Context: an optimization exercise on an open-source flow, tuned for small area and a short achievable clock period. The choices shown serve that exercise and are no tape-out recipe.
The RTL was checked by simulation tests, not by an equivalence proof against the original design.

==> inputs of garnet <==
// frame_link_responder
module frame_link_responder (
    input  wire        clk,
    input  wire        rst,           
    input  wire        byte_valid,
    input  wire [7:0]  rx_byte,
    output wire [7:0]  tx_byte,
    output wire        s_sync,
    input  wire        tbl_we,
    input  wire [3:0]  tbl_idx,
    input  wire        tbl_en,
    input  wire [15:0] tbl_id,
    input  wire [31:0] tbl_val,
    output reg         pull_query,
    output reg  [3:0]  pull_idx,
    output reg         frame_valid,
    output wire        frame_pull,
    output wire [15:0] frame_id,
    output wire [31:0] frame_value,
    input  wire        wd_inc,
    input  wire        wd_expire,
    input  wire [15:0] wd_threshold,
    output reg         wd_safety,
    output reg         wd_tripped
);
==> module frame_link_responder, before the edit <==
module frame_link_responder (
    input  wire        clk,
    input  wire        rst,           
    input  wire        byte_valid,
    input  wire [7:0]  rx_byte,
    output wire [7:0]  tx_byte,
    output wire        s_sync,
    input  wire        tbl_we,
    input  wire [3:0]  tbl_idx,
    input  wire        tbl_en,
    input  wire [15:0] tbl_id,
    input  wire [31:0] tbl_val,
    output reg         pull_query,
    output reg  [3:0]  pull_idx,
    output reg         frame_valid,
    output wire        frame_pull,
    output wire [15:0] frame_id,
    output wire [31:0] frame_value,
    input  wire        wd_inc,
    input  wire        wd_expire,
    input  wire [15:0] wd_threshold,
    output reg         wd_safety,
    output reg         wd_tripped
);
    reg        sync_r;
    reg [3:0]  pos;           
    reg [7:0]  id0, id1;
    reg [31:0] vb;            
    reg        is_pull;
    reg [7:0]  tx_reg;
    assign tx_byte     = tx_reg;
    assign s_sync      = sync_r;
    assign frame_pull  = is_pull;
    assign frame_id    = {id1, id0};
    assign frame_value = vb;
    wire [7:0]  qn_hi = (pos == 4'd1) ? rx_byte : id1;
    wire [15:0] qn    = {qn_hi, id0};
    wire        in_eq = (tbl_id == qn);
    wire [15:0] m;
    wire [31:0] val [0:15];
    genvar g;
    generate
        for (g = 0; g < 16; g = g + 1) begin : ent
            reg [15:0] t_id;
            reg [31:0] t_val;
            reg        t_en;
            reg        t_m;
            wire we = tbl_we && (tbl_idx == g);
            always @(posedge clk)
                if (we) begin
                    t_id  <= tbl_id;
                    t_val <= tbl_val;
                end
            always @(posedge clk)
                if (rst)     t_en <= 1'b0;
                else if (we) t_en <= tbl_en;
            always @(posedge clk)
                t_m <= we ? (tbl_en && in_eq) : (t_en && (t_id == qn));
            assign m[g]   = t_m;
            assign val[g] = t_val;
        end
    endgenerate
    wire [15:0] sel;
    assign sel[0] = m[0];
    generate
        for (g = 1; g < 16; g = g + 1) begin : pri
            assign sel[g] = m[g] && !(|m[g-1:0]);
        end
    endgenerate
    wire hit = |m;
    reg [31:0] hv;
    reg [3:0]  hidx;
    integer i;
    always @(*) begin
        hv   = 32'd0;
        hidx = 4'd0;
        for (i = 0; i < 16; i = i + 1) begin
            hv   = hv | (val[i] & {32{sel[i]}});
            hidx = hidx | (i[3:0] & {4{sel[i]}});
        end
    end
    wire [7:0] seq_byte = pos[3] ? 8'hFF : (8'd8 - {4'd0, pos});
    wire [7:0] vtop = is_pull ? vb[7:0] : rx_byte;
    always @(posedge clk) begin
        if (rst) begin
            sync_r      <= 1'b0;
            pos         <= 4'd0;
            tx_reg      <= 8'd0;
            pull_query  <= 1'b0;
            frame_valid <= 1'b0;
        end else begin
            pull_query  <= 1'b0;
            frame_valid <= 1'b0;
            if (byte_valid) begin
                if (!sync_r) begin
                    if (rx_byte == seq_byte) begin
                        if (pos[3]) begin                    
                            sync_r <= 1'b1;
                            pos    <= 4'd0;
                            tx_reg <= 8'h00;
                        end else begin                       
                            pos    <= pos + 4'd1;
                            tx_reg <= seq_byte;
                        end
                    end else begin                           
                        pos    <= 4'd0;
                        tx_reg <= 8'h00;
                    end
                end else begin
                    case (pos)
                        4'd0: begin
                            id0    <= rx_byte;
                            tx_reg <= rx_byte;
                            pos    <= 4'd1;
                        end
                        4'd1: begin
                            id1    <= rx_byte;
                            tx_reg <= rx_byte;
                            pos    <= 4'd2;
                        end
                        4'd2: begin                           
                            is_pull <= hit;
                            if (hit) begin
                                vb         <= {hv[7:0], hv[31:8]};
                                tx_reg     <= hv[7:0];
                                pull_query <= 1'b1;
                                pull_idx   <= hidx;
                            end else begin
                                vb     <= {rx_byte, vb[31:8]};
                                tx_reg <= rx_byte;
                            end
                            pos <= 4'd3;
                        end
                        4'd3, 4'd4, 4'd5: begin               
                            vb     <= {vtop, vb[31:8]};
                            tx_reg <= vtop;
                            pos    <= pos + 4'd1;
                        end
                        4'd6, 4'd7: begin
                            if (rx_byte == 8'hFF) begin       
                                tx_reg <= pos[0] ? id1 : id0;
                                pos    <= pos + 4'd1;
                            end else begin                    
                                tx_reg <= 8'h00;
                                pos    <= 4'd0;
                                sync_r <= 1'b0;
                            end
                        end
                        default: begin                        
                            tx_reg      <= 8'h00;
                            pos         <= 4'd0;
                            frame_valid <= 1'b1;
                        end
                    endcase
                end
            end
        end
    end
    reg [15:0] wd_counter;
    always @(posedge clk) begin
        if (rst) begin
            wd_counter <= 16'd0;
            wd_safety  <= 1'b0;
            wd_tripped <= 1'b0;
        end else begin
            wd_safety <= 1'b0;
            if (wd_expire) begin                              
                if (wd_counter < wd_threshold) begin
                    wd_tripped <= 1'b1;
                    wd_safety  <= 1'b1;
                end else begin
                    wd_tripped <= 1'b0;
                end
                wd_counter <= {15'd0, wd_inc};
            end else if (wd_inc && wd_counter != 16'hFFFF) begin  
                wd_counter <= wd_counter + 16'd1;
            end
        end
    end
endmodule
==> flow/config.mk <==
export PLATFORM = sky130hd
export DESIGN_NAME = frame_link_responder
export DESIGN_NICKNAME = frame_link_responder
export VERILOG_FILES = /design/flow/design.v
export SDC_FILE = /design/flow/constraint.sdc
export NUM_CORES = 4
export LEC_CHECK = 0
export CAP_MARGIN = 20
export CORE_MARGIN = 2
export CORE_UTILIZATION = 40
export SETUP_SLACK_MARGIN = 3.0
export SLEW_MARGIN = 20
==> flow/constraint.sdc <==
create_clock -name core_clock -period 5.5 [get_ports {clk}]
set_input_delay 1.1000 -clock core_clock [delete_from_list [all_inputs] [get_ports {clk}]]
set_output_delay 1.1000 -clock core_clock [all_outputs]
set_load 0.01 [all_outputs]
run.sh (not shown) runs the stock make flow with config.mk's settings and CLKGATE_MAP_FILE= SYNTH_SCRIPT=/design/flow/synth_recipe.tcl, a recipe that flattens the netlist after the stock synthesis.
==> inputs of tundra, as changes to garnet <==
==> flow/design.v (replaced) <==
module frame_link_responder (
    input  wire        clk,
    input  wire        rst,           
    input  wire        byte_valid,
    input  wire [7:0]  rx_byte,
    output wire [7:0]  tx_byte,
    output wire        s_sync,
    input  wire        tbl_we,
    input  wire [3:0]  tbl_idx,
    input  wire        tbl_en,
    input  wire [15:0] tbl_id,
    input  wire [31:0] tbl_val,
    output reg         pull_query,
    output reg  [3:0]  pull_idx,
    output reg         frame_valid,
    output wire        frame_pull,
    output wire [15:0] frame_id,
    output wire [31:0] frame_value,
    input  wire        wd_inc,
    input  wire        wd_expire,
    input  wire [15:0] wd_threshold,
    output reg         wd_safety,
    output reg         wd_tripped
);
    reg        sync_r;
    reg [8:0]  ph;            
    reg [7:0]  id0, id1;
    reg [31:0] vb;            
    reg        is_pull;
    reg [7:0]  tx_reg;
    assign tx_byte     = tx_reg;
    assign s_sync      = sync_r;
    assign frame_pull  = is_pull;
    assign frame_id    = {id1, id0};
    assign frame_value = vb;
    wire [7:0]  qn_lo = ph[0] ? rx_byte : id0;
    wire [7:0]  qn_hi = ph[1] ? rx_byte : id1;
    wire        in_eq = (tbl_id == {qn_hi, id0});
    wire        in_lo = (tbl_id[7:0] == qn_lo);
    wire [15:0] mn;               
    wire [31:0] val [0:15];
    wire [15:0] s;
    genvar g;
    generate
        for (g = 0; g < 16; g = g + 1) begin : ent
            reg [15:0] t_id;
            reg [31:0] t_val;
            reg        t_en;
            reg        t_lo;
            reg        t_m;
            reg        t_s;
            wire we = tbl_we && (tbl_idx == g);
            always @(posedge clk)
                if (we) begin
                    t_id  <= tbl_id;
                    t_val <= tbl_val;
                end
            always @(posedge clk)
                if (rst)     t_en <= 1'b0;
                else if (we) t_en <= tbl_en;
            always @(posedge clk)
                t_lo <= we ? in_lo : (t_id[7:0] == qn_lo);
            assign mn[g] = we    ? (tbl_en && in_eq) :
                           ph[1] ? (t_en && t_lo && (t_id[15:8] == rx_byte)) :
                                   t_m;
            always @(posedge clk)
                t_m <= mn[g];
            if (g == 0) begin : p0
                always @(posedge clk) t_s <= mn[0];
            end else begin : pn
                always @(posedge clk) t_s <= mn[g] && !(|mn[g-1:0]);
            end
            assign s[g]   = t_s;
            assign val[g] = t_val;
        end
    endgenerate
    reg hit;
    always @(posedge clk) hit <= |mn;
    reg [31:0] hv;
    reg [3:0]  hidx;
    integer i;
    always @(*) begin
        hv   = 32'd0;
        hidx = 4'd0;
        for (i = 0; i < 16; i = i + 1) begin
            hv   = hv | (val[i] & {32{s[i]}});
            hidx = hidx | (i[3:0] & {4{s[i]}});
        end
    end
    wire [7:0] seq_byte = {{4{ph[8]}}, ph[8] | ph[0], ph[8] | ph[1] | ph[2] | ph[3] | ph[4],
                           ph[8] | ph[1] | ph[2] | ph[5] | ph[6],
                           ph[8] | ph[1] | ph[3] | ph[5] | ph[7]};
    wire [7:0] vtop = is_pull ? vb[7:0] : rx_byte;
    always @(posedge clk) begin
        if (rst) begin
            sync_r      <= 1'b0;
            ph          <= 9'd1;
            tx_reg      <= 8'd0;
            pull_query  <= 1'b0;
            frame_valid <= 1'b0;
        end else begin
            pull_query  <= 1'b0;
            frame_valid <= 1'b0;
            if (byte_valid) begin
                if (!sync_r) begin
                    if (rx_byte == seq_byte) begin
                        if (ph[8]) begin                     
                            sync_r <= 1'b1;
                            ph     <= 9'd1;
                            tx_reg <= 8'h00;
                        end else begin                       
                            ph     <= {ph[7:0], 1'b0};
                            tx_reg <= seq_byte;
                        end
                    end else begin                           
                        ph     <= 9'd1;
                        tx_reg <= 8'h00;
                    end
                end else begin
                    ph <= {ph[7:0], 1'b0};
                    if (ph[0]) begin
                        id0    <= rx_byte;
                        tx_reg <= rx_byte;
                    end
                    if (ph[1]) begin
                        id1    <= rx_byte;
                        tx_reg <= rx_byte;
                    end
                    if (ph[2]) begin                          
                        is_pull <= hit;
                        if (hit) begin
                            vb         <= {hv[7:0], hv[31:8]};
                            tx_reg     <= hv[7:0];
                            pull_query <= 1'b1;
                            pull_idx   <= hidx;
                        end else begin
                            vb     <= {rx_byte, vb[31:8]};
                            tx_reg <= rx_byte;
                        end
                    end
                    if (ph[3] | ph[4] | ph[5]) begin          
                        vb     <= {vtop, vb[31:8]};
                        tx_reg <= vtop;
                    end
                    if (ph[6] | ph[7]) begin
                        if (rx_byte == 8'hFF) begin           
                            tx_reg <= ph[7] ? id1 : id0;
                        end else begin                        
                            tx_reg <= 8'h00;
                            ph     <= 9'd1;
                            sync_r <= 1'b0;
                        end
                    end
                    if (ph[8]) begin                          
                        tx_reg      <= 8'h00;
                        ph          <= 9'd1;
                        frame_valid <= 1'b1;
                    end
                end
            end
        end
    end
    reg [15:0] wd_counter;
    always @(posedge clk) begin
        if (rst) begin
            wd_counter <= 16'd0;
            wd_safety  <= 1'b0;
            wd_tripped <= 1'b0;
        end else begin
            wd_safety <= 1'b0;
            if (wd_expire) begin                              
                if (wd_counter < wd_threshold) begin
                    wd_tripped <= 1'b1;
                    wd_safety  <= 1'b1;
                end else begin
                    wd_tripped <= 1'b0;
                end
                wd_counter <= {15'd0, wd_inc};
            end else if (wd_inc && wd_counter != 16'hFFFF) begin  
                wd_counter <= wd_counter + 16'd1;
            end
        end
    end
endmodule
==> flow/flow/run.sh (new file) <==
#!/bin/bash
set -euo pipefail
bash standard.sh finish \
  BUFFER_PORTS_ARGS="-buffer_cell sky130_fd_sc_hd__buf_2" \
  CTS_ARGS="-sink_clustering_enable -repair_clock_nets -dont_use_dummy_load" \
  > standard_flow.log 2>&1
==> flow/standard.sh (new file) <==
#!/bin/bash
# synth_recipe.tcl (not shown) runs the flow's synth.tcl, then flattens the netlist and writes it again
# the make line also repeats each setting of config.mk as NAME=value (left out here)
make -C /OpenROAD-flow-scripts/flow DESIGN_CONFIG=/design/flow/config.mk WORK_HOME=/design/flow/orfs CLKGATE_MAP_FILE= SYNTH_SCRIPT=/design/flow/synth_recipe.tcl "${@:-finish}"
--- a/flow/config.mk
+++ b/flow/config.mk
@@ -10,3 +10,4 @@
 export CORE_UTILIZATION = 40
 export SETUP_SLACK_MARGIN = 3.0
 export SLEW_MARGIN = 20
+export TNS_END_PERCENT = 10
removed: flow/run.sh
==> inputs of willow, as changes to garnet <==
--- a/flow/design.v
+++ b/flow/design.v
@@ -33,9 +33,7 @@
     assign frame_pull  = is_pull;
     assign frame_id    = {id1, id0};
     assign frame_value = vb;
-    wire [7:0]  qn_hi = (pos == 4'd1) ? rx_byte : id1;
-    wire [15:0] qn    = {qn_hi, id0};
-    wire        in_eq = (tbl_id == qn);
+    wire [15:0] q = {id1, id0};
     wire [15:0] m;
     wire [31:0] val [0:15];
     genvar g;
@@ -44,7 +42,6 @@
             reg [15:0] t_id;
             reg [31:0] t_val;
             reg        t_en;
-            reg        t_m;
             wire we = tbl_we && (tbl_idx == g);
             always @(posedge clk)
                 if (we) begin
@@ -54,9 +51,7 @@
             always @(posedge clk)
                 if (rst)     t_en <= 1'b0;
                 else if (we) t_en <= tbl_en;
-            always @(posedge clk)
-                t_m <= we ? (tbl_en && in_eq) : (t_en && (t_id == qn));
-            assign m[g]   = t_m;
+            assign m[g]   = t_en && (t_id == q);
             assign val[g] = t_val;
         end
     endgenerate
==> flow_summary.ini <==
[outcome]
status = timing/DRC/antenna clean

[min_path]
worst_hold_startpoint = wd_tripped$_SDFFE_PP0P_

[placed_design]
placed_area_sq_um = 38300

[power]
clockPowerShare_pct = 38.5

[floorplan]
die_x_um = 305

[cts]
buffer_count_from_post_cts_setup_fixing = 20

[sta]
worst_slack_ns = 2.75
clock_skew_ns = 0.0471

[worst_setup_path]
timing.critical_path.slowest_stage_cell = or4b_1
timing.critical_path.cells = buf_2, nor3b_4, nand2_2, o21ai_1, o311ai_4, nor3_4, nand3b_1, or4b_1
[end of results for tundra]
==> flow_summary.ini <==
[worst_setup_path]
timing.critical_path.slowest_stage_cell = or4_4
timing.critical_path.cells = buf_6, xor2_2, nor4b_2, or4bb_4, nor2_4, nor2_4, nand4b_1, o22ai_1, or4_4, or4b_1, nor2b_4

[placed_design]
placed_area_sq_um = 40100

[power]
clockPowerShare_pct = 43.2

[min_path]
worst_hold_startpoint = wd_tripped$_SDFFE_PP0P_

[outcome]
status = timing/DRC/antenna clean
[end of results for willow]
==> flow_summary.ini <==
[placed_design]
placed_area_sq_um = 38900

[sta]
clock_skew_ns = 0.0258

[cells_and_area]
area_share_nonclk_buffers_pct = 9.44

[cts]
buffer_count_from_post_cts_setup_fixing = 129

[worst_setup_path]
timing.critical_path.slowest_stage_cell = or4_4
timing.critical_path.cells = inv_4, ha_4, nor3b_4, buf_6, buf_6, mux2i_4, xor2_1, nand4_1, or4_4, o22ai_2

[outcome]
status = timing/DRC/antenna clean
[end of results for garnet]

==> what the ideal ports hide <==
No port has a modelled driver above. Below, the same layouts with a new extraction and two added sets of constraints. Step 1 (the two cells are an assumption about what drives the block):
set clk [get_ports {clk}]
set_driving_cell -lib_cell sky130_fd_sc_hd__clkbuf_16 $clk
set_driving_cell -lib_cell sky130_fd_sc_hd__buf_2 [delete_from_list [all_inputs] $clk]
Step 2 also shifts input and output timing later by t, the mid clock arrival at the registers, as if the neighbouring blocks saw the same clock. Slacks: no drivers / after step 1 / after step 2; pairs: no drivers / after step 1.
run	t, ns	setup WS [ns]	worst hold slack (ns)
garnet	0.722	2.784 / 2.784 / 2.119	0.457 / 0.457 / 0.457
tundra	0.684	2.750 / 2.725 / 2.041	0.452 / 0.452 / 0.452
willow	0.734	1.731 / 1.731 / 1.731	0.483 / 0.483 / 0.483
After both steps every run listed still meets setup and hold. For tundra, which loses most, drivers alone change the setup slack by -0.025 ns; drivers and shift together by -0.709 ns.
